Background: an optimization exercise with open tools, aiming at small area, a short achievable clock period and few clock cycles. Do not read the settings as production practice.
Function was checked by simulation only, so behaviour that the tests miss may differ from the original.

==> try-raven <==
==> flow/design.v (excerpt) <==
module wopr_fb (
    input  wire        clk,
    input  wire        rst,         
    input  wire        cmd_valid,
    output wire        cmd_ready,
    input  wire [63:0] cmd,
    output reg         rsp_valid,
    output wire [63:0] rsp
);
Settings: LEC_CHECK=0, CAP_MARGIN=20, CELL_PAD_IN_SITES_DETAIL_PLACEMENT=1, CELL_PAD_IN_SITES_GLOBAL_PLACEMENT=2, CORE_MARGIN=2, CORE_UTILIZATION=50, GPL_ROUTABILITY_DRIVEN=1, SLEW_MARGIN=20; clock period 34.0 ns.
standard.sh (not shown) runs the stock make flow with config.mk's settings and CLKGATE_MAP_FILE= SYNTH_SCRIPT=/design/flow/synth_recipe.tcl, a recipe that flattens the netlist after the stock synthesis.
==> flow/flow/run.sh <==
#!/bin/bash
# Own layout flow: the standard flow (standard.sh) with the standard
# synthesis unchanged, then the layout steps with
#   * the I/O port buffers as buf_2 cells instead of the default pick,
#   * clock tree synthesis without dummy balancing loads.
# Each step's full output goes to its own log file in this folder.
set -euo pipefail
bash standard.sh synth > synth.log 2>&1
bash standard.sh \
  "BUFFER_PORTS_ARGS=-buffer_cell sky130_fd_sc_hd__buf_2" \
  "CTS_ARGS=-sink_clustering_enable -repair_clock_nets -dont_use_dummy_load" \
  finish > layout.log 2>&1
==> try-sierra: changes against try-raven <==
--- a/flow/design.v
+++ b/flow/design.v
@@ -132,26 +132,26 @@
             wire ge0 = h0_gt[c / 16] | h0_eq[c / 16] & l0_ge[c % 16];
             wire le1 = h1_lt[c / 16] | h1_eq[c / 16] & l1_le[c % 16];
             wire is0 = h0_eq[c / 16] & l0_eq[c % 16];
             wire is1 = h1_eq[c / 16] & l1_eq[c % 16];
             wire win = ge0 & le1;
             assign rd1h[c] = p_right ? is1 : is0;
-            assign sl[c] = e_right & win & !is0;
-            assign sr[c] = e_left  & win & !is1;
-            assign sv[c] = e_fill & win | e_right & is0 | e_left & is1;
-            assign en[c] = e_act & win;
+            assign sl[c] = e_right & !is0;
+            assign sr[c] = e_left  & !is1;
+            assign sv[c] = e_fill | e_right & is0 | e_left & is1;
+            assign en[c] = win;
         end
     endgenerate
     wire [H-1:0] fill_r;
     generate
         for (r = 0; r < H; r = r + 1) begin : g_row
             reg  [W-1:0] q;
             wire [W-1:0] pol = {(W/2){2'b10}};
             wire [W-1:0] pix = q ^ pol;
             assign fill_r[r] = |(pix & rd1h);
-            wire act_r = (r >= p_y0) & (r <= p_y1);
+            wire act_r = e_act & (r >= p_y0) & (r <= p_y1);
             wire v_r   = e_fill ? p_val : (p_wrap & fill_r[r]);
             wire [W+1:0] ext = {1'b1, q, 1'b1};    
             integer j;
             always @(posedge clk)
                 for (j = 0; j < W; j = j + 1)
                     if (act_r & en[j])
@@ -249,37 +249,27 @@
             end
         end
         if (xfer) begin
             p_w     <= cw[6:0];
             p_wrap  <= wrap;
             p_neg   <= s_neg;
-            p_cnt   <= nstep;
-            p_s     <= s_al;
-            p_rem   <= 7'd0;
-            p_dcnt  <= dhi;
-            p_modf  <= 1'b0;
-            p_st    <= st;
-            p_a     <= a[2:0];
-            p_get   <= is_get && pix_in;
-            p_reg   <= is_reg && reg_ok;
-            p_rds   <= is_rds;
-            p_run   <= is_run;
-            p_halt  <= is_halt;
-        end else if (p_mode == M_STEP) begin
-            p_cnt <= p_cnt - 7'd1;
-        end else if (p_mode == M_MOD) begin
-            if (!p_modf) begin
-                p_rem  <= m_r[6:0];
-                p_s    <= {p_s[13:0], 2'd0};
-                p_dcnt <= p_dcnt - 3'd1;
-                p_modf <= (p_dcnt == 3'd0);
-            end else begin
-                p_cnt <= mf_steps;
-            end
-        end
-        if (ans) begin
+        end
+        p_st    <= st;
+        p_a     <= a[2:0];
+        p_get   <= is_get && pix_in;
+        p_reg   <= is_reg && reg_ok;
+        p_rds   <= is_rds;
+        p_run   <= is_run;
+        p_halt  <= is_halt;
+        p_cnt   <= xfer ? nstep :
+                   (p_mode == M_MOD && p_modf) ? mf_steps : p_cnt - 7'd1;
+        p_s     <= xfer ? s_al : {p_s[13:0], 2'd0};
+        p_rem   <= xfer ? 7'd0 : m_r[6:0];
+        p_dcnt  <= xfer ? dhi  : p_dcnt - 3'd1;
+        p_modf  <= !xfer && (p_dcnt == 3'd0);
+        begin
             r_st  <= p_st;
             r_d0  <= (p_get && pix) || (p_rds && run);
             r_d3  <= dreg[3];
             r_d8  <= (p_rds && errflags[0]);
             r_d9  <= (p_rds && errflags[1]);
             r_d10 <= dreg[10] || (p_rds && errflags[2]);
==> flow/flow/run.sh (replaced) <==
#!/bin/bash
# Own layout flow: the standard flow (standard.sh) with the standard
# synthesis unchanged, then the layout steps with
#   * the I/O port buffers as buf_2 cells instead of the default pick,
#   * clock tree synthesis without dummy balancing loads and with
#     sink clusters of up to 16 flip-flops within 150 um.
# Each step's full output goes to its own log file in this folder.
set -euo pipefail
bash standard.sh synth > synth.log 2>&1
bash standard.sh \
  "BUFFER_PORTS_ARGS=-buffer_cell sky130_fd_sc_hd__buf_2" \
  "CTS_ARGS=-sink_clustering_enable -repair_clock_nets -dont_use_dummy_load -sink_clustering_size 16 -sink_clustering_max_diameter 150" \
  finish > layout.log 2>&1
==> flow/config.mk (replaced) <==
export PLATFORM = sky130hd
export DESIGN_NAME = wopr_fb
export DESIGN_NICKNAME = wopr_fb
export VERILOG_FILES = /design/flow/design.v
export SDC_FILE = /design/flow/constraint.sdc
export NUM_CORES = 4
export LEC_CHECK = 0
export CAP_MARGIN = 20
export CELL_PAD_IN_SITES_DETAIL_PLACEMENT = 2
export CELL_PAD_IN_SITES_GLOBAL_PLACEMENT = 5
export CORE_MARGIN = 2
export CORE_UTILIZATION = 26
export GPL_ROUTABILITY_DRIVEN = 1
export SLEW_MARGIN = 20
==> try-lagoon: changes against try-raven <==
--- a/flow/design.v
+++ b/flow/design.v
@@ -132,26 +132,26 @@
             wire ge0 = h0_gt[c / 16] | h0_eq[c / 16] & l0_ge[c % 16];
             wire le1 = h1_lt[c / 16] | h1_eq[c / 16] & l1_le[c % 16];
             wire is0 = h0_eq[c / 16] & l0_eq[c % 16];
             wire is1 = h1_eq[c / 16] & l1_eq[c % 16];
             wire win = ge0 & le1;
             assign rd1h[c] = p_right ? is1 : is0;
-            assign sl[c] = e_right & win & !is0;
-            assign sr[c] = e_left  & win & !is1;
-            assign sv[c] = e_fill & win | e_right & is0 | e_left & is1;
-            assign en[c] = e_act & win;
+            assign sl[c] = e_right & !is0;
+            assign sr[c] = e_left  & !is1;
+            assign sv[c] = e_fill | e_right & is0 | e_left & is1;
+            assign en[c] = win;
         end
     endgenerate
     wire [H-1:0] fill_r;
     generate
         for (r = 0; r < H; r = r + 1) begin : g_row
             reg  [W-1:0] q;
             wire [W-1:0] pol = {(W/2){2'b10}};
             wire [W-1:0] pix = q ^ pol;
             assign fill_r[r] = |(pix & rd1h);
-            wire act_r = (r >= p_y0) & (r <= p_y1);
+            wire act_r = e_act & (r >= p_y0) & (r <= p_y1);
             wire v_r   = e_fill ? p_val : (p_wrap & fill_r[r]);
             wire [W+1:0] ext = {1'b1, q, 1'b1};    
             integer j;
             always @(posedge clk)
                 for (j = 0; j < W; j = j + 1)
                     if (act_r & en[j])
@@ -249,37 +249,27 @@
             end
         end
         if (xfer) begin
             p_w     <= cw[6:0];
             p_wrap  <= wrap;
             p_neg   <= s_neg;
-            p_cnt   <= nstep;
-            p_s     <= s_al;
-            p_rem   <= 7'd0;
-            p_dcnt  <= dhi;
-            p_modf  <= 1'b0;
-            p_st    <= st;
-            p_a     <= a[2:0];
-            p_get   <= is_get && pix_in;
-            p_reg   <= is_reg && reg_ok;
-            p_rds   <= is_rds;
-            p_run   <= is_run;
-            p_halt  <= is_halt;
-        end else if (p_mode == M_STEP) begin
-            p_cnt <= p_cnt - 7'd1;
-        end else if (p_mode == M_MOD) begin
-            if (!p_modf) begin
-                p_rem  <= m_r[6:0];
-                p_s    <= {p_s[13:0], 2'd0};
-                p_dcnt <= p_dcnt - 3'd1;
-                p_modf <= (p_dcnt == 3'd0);
-            end else begin
-                p_cnt <= mf_steps;
-            end
-        end
-        if (ans) begin
+        end
+        p_st    <= st;
+        p_a     <= a[2:0];
+        p_get   <= is_get && pix_in;
+        p_reg   <= is_reg && reg_ok;
+        p_rds   <= is_rds;
+        p_run   <= is_run;
+        p_halt  <= is_halt;
+        p_cnt   <= xfer ? nstep :
+                   (p_mode == M_MOD && p_modf) ? mf_steps : p_cnt - 7'd1;
+        p_s     <= xfer ? s_al : {p_s[13:0], 2'd0};
+        p_rem   <= xfer ? 7'd0 : m_r[6:0];
+        p_dcnt  <= xfer ? dhi  : p_dcnt - 3'd1;
+        p_modf  <= !xfer && (p_dcnt == 3'd0);
+        begin
             r_st  <= p_st;
             r_d0  <= (p_get && pix) || (p_rds && run);
             r_d3  <= dreg[3];
             r_d8  <= (p_rds && errflags[0]);
             r_d9  <= (p_rds && errflags[1]);
             r_d10 <= dreg[10] || (p_rds && errflags[2]);
==> flow/config.mk (replaced) <==
export PLATFORM = sky130hd
export DESIGN_NAME = wopr_fb
export DESIGN_NICKNAME = wopr_fb
export VERILOG_FILES = /design/flow/design.v
export SDC_FILE = /design/flow/constraint.sdc
export NUM_CORES = 4
export LEC_CHECK = 0
export CAP_MARGIN = 20
export CELL_PAD_IN_SITES_DETAIL_PLACEMENT = 3
export CELL_PAD_IN_SITES_GLOBAL_PLACEMENT = 6
export CORE_MARGIN = 2
export CORE_UTILIZATION = 20
export GPL_ROUTABILITY_DRIVEN = 1
export SLEW_MARGIN = 20
==> impl_metrics.py <==
metrics = {
    "synth": {
        "synth.distinct_cells": 87,
        "synthTopCellsByArea": "edfxtp_1, a222oi_1, nor2_1",
        "synth_compound_area_share_pct": 28.5,
        "avgSynthCellArea_um2": 10.5,
        "yosys.area_share.simple_pct": 13.1,
    },
    "clock_network": {
        "clk_path_buf_depth": 4,
    },
    "status": {
        "outcome": "timing/DRC/antenna clean",
    },
    "placed_design": {
        "dp_cells": 8660,
    },
    "global_route": {
        "overflow": 0,
    },
}
[end of results for try-lagoon]
==> impl_metrics.py <==
metrics = {
    "status": {
        "outcome": "stopped before the end",
        "stop_stage": "global routing",
        "tool.error": "[ERROR GRT-0116] Global routing finished with congestion. Check the congestion regions in the DRC Viewer.",
    },
    "clock_network": {
        "clk_path_buf_depth": 3,
    },
    "global_route": {
        "grt_max_degree": 66,
        "overflow": 232,
    },
    "synth": {
        "synth.distinct_cells": 84,
        "synthMuxAreaShare_pct": 0.207,
        "avgSynthCellArea_um2": 10.4,
        "synth_top_family_by_area": "compound AO/OA/AOI/OAI gates",
        "yosys.area_share.simple_pct": 14.4,
        "synthTopCellsByArea": "edfxtp_1, a222oi_1, nor2_1",
        "synth_compound_area_share_pct": 28.3,
    },
    "placed_design": {
        "dp_cells": 6667,
        "numPortBuffers": 82,
        "place_ws_ns": 26.60,
    },
}
[end of results for try-raven]
==> impl_metrics.py <==
metrics = {
    "status": {
        "outcome": "timing/DRC/antenna clean",
    },
    "placed_design": {
        "dp_cells": 7779,
    },
    "synth": {
        "async_flop_share_pct": 0,
        "synthTopCellsByArea": "edfxtp_1, a222oi_1, nor2_1",
        "yosys.area_share.simple_pct": 13.1,
        "avgSynthCellArea_um2": 10.5,
        "synth_compound_area_share_pct": 28.5,
        "synth_area_um2": 53700,
        "synth.distinct_cells": 87,
    },
    "global_route": {
        "overflow": 0,
    },
}
[end of results for try-sierra]
Testbench counts of try-raven, summed over its fixed seeds: cycles 32,029.
Testbench counts of try-sierra, summed over its fixed seeds: cycles 32,029.
Testbench counts of try-lagoon, summed over its fixed seeds: cycles 32,029.

## separate check: timing with driven ports
In the flow no input, the clock included, has a driving cell. The finished layouts below were timed again as built, in two steps.
Step 1 (the two cells are an assumption about what drives the block):
set clk [get_ports {clk}]
set_driving_cell -lib_cell sky130_fd_sc_hd__clkbuf_16 $clk
set_driving_cell -lib_cell sky130_fd_sc_hd__buf_2 [delete_from_list [all_inputs] $clk]
Step 2 also shifts input and output timing later by t, the mid clock arrival at the registers, as if the neighbouring blocks saw the same clock.
Slacks: ideal / step 1 / step 2; pairs: ideal / step 1.
run	t, ns	setup slack, ns	worst setup path at the end	pins driven straight from the clock port
try-sierra	0.842	25.993 / 25.895 / 26.005	register to register	1
try-lagoon	0.933	25.872 / 25.780 / 26.522	register to register	1
After both steps setup and hold are still met in every run listed.
